Background: an optimization exercise with open tools, aiming at small area, a short achievable clock period and few clock cycles. Do not read the settings as production practice.
For this run, only the layout was checked, not whether the RTL still works.
No activity file was given, so power comes from the tool's default toggle rates.

[design/flow/config.mk]
export PLATFORM = sky130hd
export DESIGN_NAME = rq_core
export DESIGN_NICKNAME = rq_core
export VERILOG_FILES = /design/flow/design.v
export SDC_FILE = /design/flow/constraint.sdc
export NUM_CORES = 4
export LEC_CHECK = 0
export CAP_MARGIN = 20
export CORE_MARGIN = 2
export CORE_UTILIZATION = 50
export CTS_BUF_LIST = sky130_fd_sc_hd__clkbuf_4 sky130_fd_sc_hd__clkbuf_8
export SLEW_MARGIN = 20
[design/flow/constraint.sdc]
create_clock -name core_clock -period 12.0 [get_ports {clk}]
set_input_delay 2.4000 -clock core_clock [delete_from_list [all_inputs] [get_ports {clk}]]
set_output_delay 2.4000 -clock core_clock [all_outputs]
set_load 0.01 [all_outputs]
[design/flow/design.v]
module rq_qnt_pre (
    input  wire [31:0] w,
    output wire [24:0] k         
);
    wire        s = w[31];
    wire [7:0]  e = w[30:23];
    wire [22:0] f = w[22:0];
    wire brw   = {f[6:0], 1'b0} < {f[21:15], f[14:0] != 15'd0};
    wire exact = (e == 8'd127 && f[21:0] == 22'd0) || (e == 8'd126 && f == 23'd0);
    wire nan   = (e == 8'd255) && (f != 23'd0);
    wire big   = e[7];                       
    wire tiny  = ~e[7] & ~(e[6:4] == 3'b111) & ~(e[6:0] == 7'h6f);   
    wire [1:0]  cls = (nan | tiny) ? 2'b01 : big ? 2'b10 : 2'b00;
    wire        xb  = brw | (s & exact);
    wire [16:0] y0  = {1'b1, f[22:7]} - {15'd1, f[22]};
    wire [16:0] y1  = {1'b1, f[22:7]} - {14'd0, f[22], ~f[22], ~f[22]};
    wire [16:0] y   = xb ? y1 : y0;
    wire [4:0]  a   = {~e[4], ~e[3:0]};      
    assign k = {s, cls, a, y};
endmodule
module rq_qnt (
    input  wire [24:0] k,
    output wire [15:0] q
);
    wire        s     = k[24];
    wire [1:0]  cls   = k[23:22];
    wire [4:0]  a     = k[21:17];
    wire [16:0] y     = k[16:0];
    wire [17:0] xs  = {s, y ^ {17{s}}};
    wire [17:0] t   = $signed(xs) >>> a;
    wire [17:0] u   = t + 18'd1;
    wire        ovf = u[17] ^ u[16];
    assign q = cls[0]         ? 16'h0000 :
               (cls[1] | ovf) ? {s, {15{~s}}} : u[16:1];
endmodule
module rq_core (
    input  wire        clk,
    input  wire        rst,         
    input  wire        cmd_valid,
    output wire        cmd_ready,
    input  wire [31:0] cmd_data,
    output reg         out_valid,
    output reg  [15:0] out_data
);
    localparam [1:0] ST_UNCONF = 2'd0, ST_READY = 2'd1, ST_ERROR = 2'd2;
    localparam [2:0] C_CFG_TARGET = 3'd1, C_CFG_RATES = 3'd2,
                     C_PROTOCOL   = 3'd3, C_ILLEGAL   = 3'd4;
    localparam integer P_HDR   = 0,    
                       P_CFG   = 1,    
                       P_PRATE = 2,    
                       P_DIV   = 3,    
                       P_CHK   = 4,    
                       P_EMIT0 = 5,    
                       P_EMIT1 = 6,    
                       P_SAMP  = 7,    
                       P_DROP  = 8;    
    reg [1:0]  state;
    reg [2:0]  cause;
    reg [30:0] trate;         
    reg [8:0]  ph;            
    reg        rdy;           
    reg        is_err;        
    reg        pflag;         
    reg        first;         
    reg [32:0] rreg;          
    reg [23:0] remain;        
    reg [23:0] qr;            
    reg        qz;            
    reg [4:0]  cnt;           
    reg        cz;            
    reg [32:0] acc;           
    reg        x_zero, x_dbl, z_sub, zt_ph, samp;
    reg        s1v, s2v;
    reg [31:0] s1;
    reg [24:0] s2;
    assign cmd_ready = rdy;
    wire       hs   = cmd_valid & rdy;
    wire [7:0] op   = cmd_data[31:24];
    wire [23:0] len = cmd_data[23:0];
    wire [24:0] kq;
    wire [15:0] q;
    rq_qnt_pre u_pre (.w(s1), .k(kq));
    rq_qnt     u_qnt (.k(s2), .q(q));
    wire        bit_n = qr[23];
    wire        cina  = ~first;
    wire [33:0] sa2   = {acc, 1'b1} + {~rreg, cina};
    wire [32:0] sum_a = sa2[33:1];
    wire        a_neg = sum_a[32];
    wire [32:0] x_b    = x_zero ? 33'd0 : x_dbl ? {acc[31:0], 1'b0} : acc;
    wire        z_t    = zt_ph | (ph[P_DIV] & bit_n & ~cz);
    wire [32:0] z_b    = z_sub ? ~{1'b0, trate, 1'b0} : z_t ? {2'b0, trate} : 33'd0;
    wire [33:0] sb2    = {x_b, 1'b1} + {z_b, z_sub};
    wire [32:0] sum_b  = sb2[33:1];
    wire        pick = acc[32] & ~qz;
    wire        rbad = rreg[31] | ~a_neg;    
    wire        ge   = ~a_neg;               
    wire        len_small = (len[23:9] == 15'd0);
    wire        samp_hs = samp & hs;
    wire        e0_go   = ph[P_EMIT0] & ~s1v & ~s2v;    
    wire        acc_a   = (ph[P_DIV] & ~first & ge) | (samp_hs & pick);
    wire        acc_en  = acc_a | ph[P_PRATE] | ph[P_DIV] | ph[P_CHK] | e0_go | samp_hs;
    wire        qr_ld     = ph[P_HDR];
    wire        qr_inc_en = (ph[P_DIV] & ~first & ge) | (ph[P_CHK] & ge);
    wire        qr_shl    = ph[P_DIV] & (first | ~ge) & ~cz;
    wire        qr_dec_en = samp_hs & pick;
    wire [23:0] qr_inc = qr + 24'd1;
    wire [23:0] qr_dec = qr - 24'd1;
    wire        qr_one = (qr == 24'd1);
    wire [23:0] rm_dec = remain - 24'd1;
    wire        rm_one = (remain == 24'd1);
    wire        rm_z   = (remain == 24'd0);
    wire [8:0] nph;
    wire       rdy_n, is_err_n, first_n;
    wire [1:0] state_n;
    wire [2:0] cause_n;
    rq_ctl u_ctl (
        .cmd_data(cmd_data), .hs(hs), .ph(ph), .state(state), .cause(cause),
        .is_err(is_err), .pflag(pflag), .first(first), .rbad(rbad), .ge(ge),
        .cz(cz), .rm_one(rm_one), .rm_z(rm_z), .e0_go(e0_go),
        .nph(nph), .rdy_n(rdy_n), .state_n(state_n), .cause_n(cause_n),
        .is_err_n(is_err_n), .first_n(first_n));
    always @(posedge clk) begin
        s1 <= cmd_data;
        s2 <= kq;
        out_data <= ph[P_EMIT0] ? (is_err ? 16'he000 : {8'h10, qr[23:16]}) :
                    ph[P_EMIT1] ? (is_err ? {13'd0, cause} : qr[15:0]) : q;
        if (ph[P_CFG]) trate <= cmd_data[30:0];
        if (ph[P_HDR]) remain <= len;
        else if ((samp | ph[P_DROP]) & hs) remain <= rm_dec;
        if (acc_en) acc <= acc_a ? sum_a : sum_b;
        if (qr_ld | qr_inc_en | qr_shl | qr_dec_en)
            qr <= qr_ld ? (len_small ? {len[8:0], 15'd0} : len) :
                  qr_inc_en ? qr_inc : qr_shl ? {qr[22:0], 1'b0} : qr_dec;
        if (qr_ld) begin
            cnt <= len_small ? 5'd9 : 5'd24;
            cz  <= 1'b0;
        end else if (qr_shl) begin
            cnt <= cnt - 5'd1;
            cz  <= (cnt == 5'd1);
        end
        if (ph[P_PRATE]) rreg <= {cmd_data[31], cmd_data};
        else if (e0_go)  rreg <= {sum_a[31:0], 1'b0};        
        if (e0_go) qz <= (qr == 24'd0);
        else if (qr_dec_en) qz <= qr_one;
        if (ph[P_HDR]) pflag <= 1'b0;
        else if (ph[P_PRATE]) pflag <= 1'b1;
        if (rst) begin
            state     <= ST_UNCONF;
            cause     <= 3'd0;
            ph        <= 9'd1;
            rdy       <= 1'b1;
            out_valid <= 1'b0;
            s1v       <= 1'b0;
            s2v       <= 1'b0;
            first     <= 1'b0;
            x_zero    <= 1'b0;
            x_dbl     <= 1'b0;
            z_sub     <= 1'b0;
            zt_ph     <= 1'b0;
            samp      <= 1'b0;
        end else begin
            ph        <= nph;
            rdy       <= rdy_n;
            state     <= state_n;
            cause     <= cause_n;
            is_err    <= is_err_n;
            first     <= first_n;
            s1v       <= samp_hs & pick;
            s2v       <= s1v;
            out_valid <= s2v | e0_go | ph[P_EMIT1];
            x_zero    <= nph[P_PRATE] | nph[P_CHK] | first_n;
            x_dbl     <= nph[P_DIV] & ~first_n;
            z_sub     <= nph[P_EMIT0] | nph[P_SAMP] | nph[P_EMIT1];
            zt_ph     <= nph[P_PRATE] | nph[P_CHK];
            samp      <= nph[P_SAMP] | nph[P_EMIT1];
        end
    end
endmodule
module rq_ctl (
    input  wire [31:0] cmd_data,
    input  wire        hs,
    input  wire [8:0]  ph,
    input  wire [1:0]  state,
    input  wire [2:0]  cause,
    input  wire        is_err,
    input  wire        pflag,
    input  wire        first,
    input  wire        rbad,
    input  wire        ge,
    input  wire        cz,
    input  wire        rm_one,
    input  wire        rm_z,
    input  wire        e0_go,
    output reg  [8:0]  nph,
    output wire        rdy_n,
    output reg  [1:0]  state_n,
    output reg  [2:0]  cause_n,
    output reg         is_err_n,
    output reg         first_n
);
    localparam [1:0] ST_UNCONF = 2'd0, ST_READY = 2'd1, ST_ERROR = 2'd2;
    localparam [2:0] C_CFG_TARGET = 3'd1, C_CFG_RATES = 3'd2,
                     C_PROTOCOL   = 3'd3, C_ILLEGAL   = 3'd4;
    localparam integer P_HDR = 0, P_CFG = 1, P_PRATE = 2, P_DIV = 3, P_CHK = 4,
                       P_EMIT0 = 5, P_EMIT1 = 6, P_SAMP = 7, P_DROP = 8;
    wire [7:0] op     = cmd_data[31:24];
    wire       z24    = (cmd_data[23:0] == 24'd0);
    wire       op_lo  = (op[7:2] == 6'd0);
    wire       h_proc = op_lo & (op[1:0] == 2'd2);
    wire       h_cfg  = op_lo & (op[1:0] == 2'd1) & z24;
    wire       h_stop = op_lo & (op[1:0] == 2'd3) & z24;
    wire       h_ill  = ~h_proc & ~h_cfg & ~h_stop;
    wire       t_bad  = cmd_data[31] | (z24 & (op == 8'd0));
    wire       st_err = (state == ST_ERROR);
    wire       st_rdy = (state == ST_READY);
    wire       st_unc = (state == ST_UNCONF);
    always @* begin
        nph = ph;
        if (hs & (ph[P_SAMP] | ph[P_DROP] | ph[P_EMIT1]) & rm_one) begin
            nph = 9'd0; nph[P_HDR] = 1'b1;
        end else if (ph[P_EMIT1]) begin
            nph = 9'd0;
            if (rm_z | (is_err & ~pflag)) nph[P_HDR]  = 1'b1;
            else if (is_err)              nph[P_DROP] = 1'b1;
            else                          nph[P_SAMP] = 1'b1;
        end else if (ph[P_HDR] & hs) begin
            nph = 9'd0;
            if (h_cfg)                 nph[P_CFG]   = 1'b1;
            else if (h_proc)           nph[P_PRATE] = 1'b1;
            else if (h_ill & ~st_err)  nph[P_EMIT0] = 1'b1;
            else                       nph[P_HDR]   = 1'b1;
        end else if (ph[P_CFG] & hs) begin
            nph = 9'd0;
            if (~st_err & (st_rdy | t_bad)) nph[P_EMIT0] = 1'b1;
            else                            nph[P_HDR]   = 1'b1;
        end else if (ph[P_PRATE] & hs) begin
            nph = 9'd0;
            if (st_err)      nph[rm_z ? P_HDR : P_DROP] = 1'b1;
            else if (st_unc) nph[P_EMIT0] = 1'b1;
            else             nph[P_DIV]   = 1'b1;
        end else if (ph[P_DIV]) begin
            if (first ? rbad : (!ge && cz)) begin
                nph = 9'd0;
                nph[first ? P_EMIT0 : P_CHK] = 1'b1;
            end
        end else if (ph[P_CHK]) begin
            nph = 9'd0; nph[P_EMIT0] = 1'b1;
        end else if (e0_go) begin
            nph = 9'd0; nph[P_EMIT1] = 1'b1;
        end
    end
    assign rdy_n = nph[P_HDR] | nph[P_CFG] | nph[P_PRATE] | nph[P_SAMP] | nph[P_DROP] |
                   (nph[P_EMIT1] & ~is_err & ~rm_z);
    always @* begin
        state_n  = state;
        cause_n  = cause;
        is_err_n = is_err;
        first_n  = first;
        if (ph[P_PRATE] & hs) first_n = st_rdy;
        else if (ph[P_DIV])   first_n = 1'b0;
        if (ph[P_HDR] & hs) begin
            if (h_stop) begin
                state_n = ST_UNCONF;
                cause_n = 3'd0;
            end else if (h_ill & ~st_err) begin
                state_n  = ST_ERROR;
                cause_n  = C_ILLEGAL;
                is_err_n = 1'b1;
            end
        end
        if (ph[P_CFG] & hs & ~st_err) begin
            if (st_rdy) begin
                state_n  = ST_ERROR;
                cause_n  = C_PROTOCOL;
                is_err_n = 1'b1;
            end else if (t_bad) begin
                state_n  = ST_ERROR;
                cause_n  = C_CFG_TARGET;
                is_err_n = 1'b1;
            end else begin
                state_n = ST_READY;
            end
        end
        if (ph[P_PRATE] & hs) begin
            if (st_unc) begin
                state_n  = ST_ERROR;
                cause_n  = C_PROTOCOL;
                is_err_n = 1'b1;
            end else if (st_rdy) begin
                is_err_n = 1'b0;
            end
        end
        if (ph[P_DIV] & first & rbad) begin
            state_n  = ST_ERROR;
            cause_n  = C_CFG_RATES;
            is_err_n = 1'b1;
        end
    end
endmodule
[design/flow/flow/run.sh]
#!/bin/bash
# Standard layout, with timing repair aimed below the clock period:
# repair_timing works to a setup slack of SETUP_SLACK_MARGIN ns.
set -euo pipefail
export SETUP_SLACK_MARGIN=8
bash standard.sh > standard_flow.log 2>&1
[design/flow/standard.sh]
#!/bin/bash
# synth_recipe.tcl (not shown) runs the flow's synth.tcl, then flattens the netlist and writes it again
# the make line also repeats each setting of config.mk as NAME=value (left out here)
make -C /OpenROAD-flow-scripts/flow DESIGN_CONFIG=/design/flow/config.mk WORK_HOME=/design/flow/orfs CLKGATE_MAP_FILE= SYNTH_SCRIPT=/design/flow/synth_recipe.tcl "${@:-finish}"
==> results.txt <==
status=complete, no violations; Fmax=about 240 MHz; Post-synth top cells=225 x nand2_1, 182 x o21ai_0, 170 x nor2_1, 152 x edfxtp_1, 138 x a21oi_1; fin crit share=35.4%; drt wl/cell=21.4 um; Yosys Warn Count=2; clock power share=around 30%; Vias=between 15000 and 20000; GR Util All Layers=29.4%; detailed placement HPWL=about 39000 um; Syn Inst Count=about 2000; Routed Antenna Nets=0; Area contributors post-synth=edfxtp_1 26%, dfxtp_1 11%, ha_1 6.1%; vias in the first global route=about 15000; Pins Over Slew Limit=0; DR pass1 iterations=5; sequential share of the synthesized area=a little under two fifths; Sw Ratio=about a third; Core Area=~35000 sq um; Yosys cell types=~100; Skew-Pair Late Insertion Delay=just over 0.6 ns; pre-CTS WS=about 6.0 ns; syn nets=2131; Seq cells post-synth=between 200 and 300; Power Internal=1930 uW; Critical Path Source Type=primary input; IO Pins=between 50 and 60; total power draw=roughly 3000 uW; P_leak=just under 0.008 uW; htree depth=2; Slew headroom=30.4%; final net count=between 2000 and 2500; max_cap viols=0; CP max FO=3; Worst Hold Class=register to register; count of final setup violators=0; Iteration-0 DRC Markers=around 1400; Routed WL=54800 um; Worst setup EP type=register; num rows=68; P&R area growth vs syn=16.0%; ys async rst share=0%; CTS buffer count=45; Net Sw Power=1030 uW; most frequent cell after synthesis=nand2_1; die area=roughly 37000 sq um; share of the synthesized area in the top cell type=between 20% and 30%; critical path class=primary input to register; post-route setup slack=just under 8 ns; Max clock buf depth=3; Hold-fix buffers, CTS=0; initial antenna violation count=3; Flop pwr share=about two fifths; EDFF count, synth=between 150 and 200; CP required=about 13 ns; global route overflow=0; first-pass GRT wire length=83300 um; Root Buffer=clkbuf_8; WP data arrival=4.75 ns; Post-route DRC=0; Most used DFF post-synth=edfxtp_1; maximum VDD drop=roughly 0.09 mV; Clk pin slew, worst setup/hold paths=~0.06 ns; Avg Inst Size Synth=8.74 sq um; vias per cell=around 6.1; CTS tree=done; minimum clock period=4.24 ns; Mapped Area=~18000 sq um; starting density of the core=50.8%; RSZ-0062 raised after global routing=yes; Logic pwr share=about 30%; Die W=about 190 um; DIE HEIGHT=roughly 190 um; RePlAce Congestion=around 0.88; post-synth top area cell=edfxtp_1; CTS sink cnt=approximately 250; largest net degree at the start of global routing=75; Port Buf Inserts=between 50 and 60; final setup skew=0.0401 ns; Setup TNS=0 ns; pwr dens=around 150 nW/um^2; Hold Fails Final Rpt=0; share of cells above drive strength 1=14.6%; Worst-Margin Slew=roughly 1.0 ns
==> critical path, stage by stage <==
cell and delay [ns]:
buf_8 0.09, or4_4 0.55, nor3_4 0.18, nand4_1 0.17, nor4_4 0.29, a21oi_2 0.11
o21ai_1 0.11, a21oi_2 0.09, nor2b_1 0.14, o31ai_1 0.25, nand3_1 0.12, a211o_1 0.23
==> repair_timing <==
item,CTS,global route
pin swaps,34,29
gates resized for setup,132,73
setup endpoints to repair,125,102
buffers inserted,22,20
cloned,3,1
==> worst paths after layout <==
check,start,end,slack (ns),cells after the start
max reg2reg,z_sub,acc[28],7.92,16
max,cmd_data[30],rdy,7.76,12
min,s1[25],s2[19],0.46,1
min reg2reg,s1[25],s2[19],0.46,1
==> per-stage QoR <==
stage	hold slack (ns)	utilization (%)	cell area, sq um	cells
after floorplan	0.331	-	17600	2009
after global placement	0.432	53.2	18400	2431
after detailed placement	0.433	53.2	18400	2431
after CTS	0.460	57.5	19900	2540
after global routing	0.484	58.9	20400	2563
final	0.462	58.9	20400	2564
==> layout by cell type (no fill, tap or decap), types with 55 or more instances in the layout <==
master / netlist / layout
a21oi_1: 138 / 127
xnor2_1: 87 / 87
o21ai_0: 182 / 171
inv_1: 92 / 89
edfxtp_1: 152 / 152
dfxtp_1: 99 / 91
nor2_1: 170 / 165
ha_1: 85 / 73
nand2_1: 225 / 222
clkbuf_8: 0 / 55
==> logic make-up after synthesis <==
logic type / after synthesis / synth area share [%]
and+or+nand+nor: 693 / 19.3
AOI/OAI and AO/OA: 577 / 20.6
DFF: 251 / 37.3
buffers and inverters: 197 / 4.65
xor gates and xnor gates: 130 / 6.64
adders and majority gates: 87 / 6.29
muxes: 74 / 5.20
==> layout make-up <==
cell class | count | area [sq um]
clock buffer | 67 | 847
timing repair inverter | 1 | 7.51
fill | 3148 | 14200
timing repair buffer | 114 | 1070
tap | 455 | 569
inverter | 93 | 354
clock inverter | 17 | 146
multi-input combinational | 1563 | 10800
antenna | 3 | 7.51
sequential | 251 | 6560
==> metal layers <==
metal / vias up / track usage [%] / wire (um)
met3: 92 / 4.94 / 3420
met4: 0 / 9.17 / 1420
met2: 548 / 45.7 / 24800
met5: - / 0 / 0
li1: 7479 / - / -
met1: 7607 / 41.8 / 25100
==> state kept, by name, summed over array words and instances (netlist names), 2 cells and up <==
name and flops:
acc 33, rreg 33, s1 32, trate 31, s2 25, qr 24, remain 24, out_data 16
ph 9, cnt 5, cause 3, state 2
==> power by group through the flow <==
stage,logic (uW),registers (uW),clock network [uW]
finish,891,1190,887
global route,981,1200,936
CTS,844,1180,900
detailed placement,820,1200,0
global placement,809,1200,0
floorplan,635,1140,0

[static timing again, ports no longer ideal]
In the flow no input, the clock included, has a driving cell. The finished layout below was timed again as built, in two steps.
Step 1 (the two cells are an assumption about what drives the block):
set clk [get_ports {clk}]
set_driving_cell -lib_cell sky130_fd_sc_hd__clkbuf_16 $clk
set_driving_cell -lib_cell sky130_fd_sc_hd__buf_2 [delete_from_list [all_inputs] $clk]
Step 2 times the ports against the registers' clock, not the clock port: input delays grow and output delays shrink by t, the midpoint of the rising clock arrivals with the driver on.
a / b / c = no drivers / after step 1 / after step 2; a / b = the first two.
t, ns: 0.655
setup slack, ns: 7.756 / 7.767 / 7.111
worst setup path at the end: input to register
clock arrival spread, ns: 0.045 / 0.045
pins driven straight from the clock port: 1
After both steps setup and hold are still met in this run. The setup slack of this run moves by +0.011 ns with the drivers and by -0.645 ns with both steps.
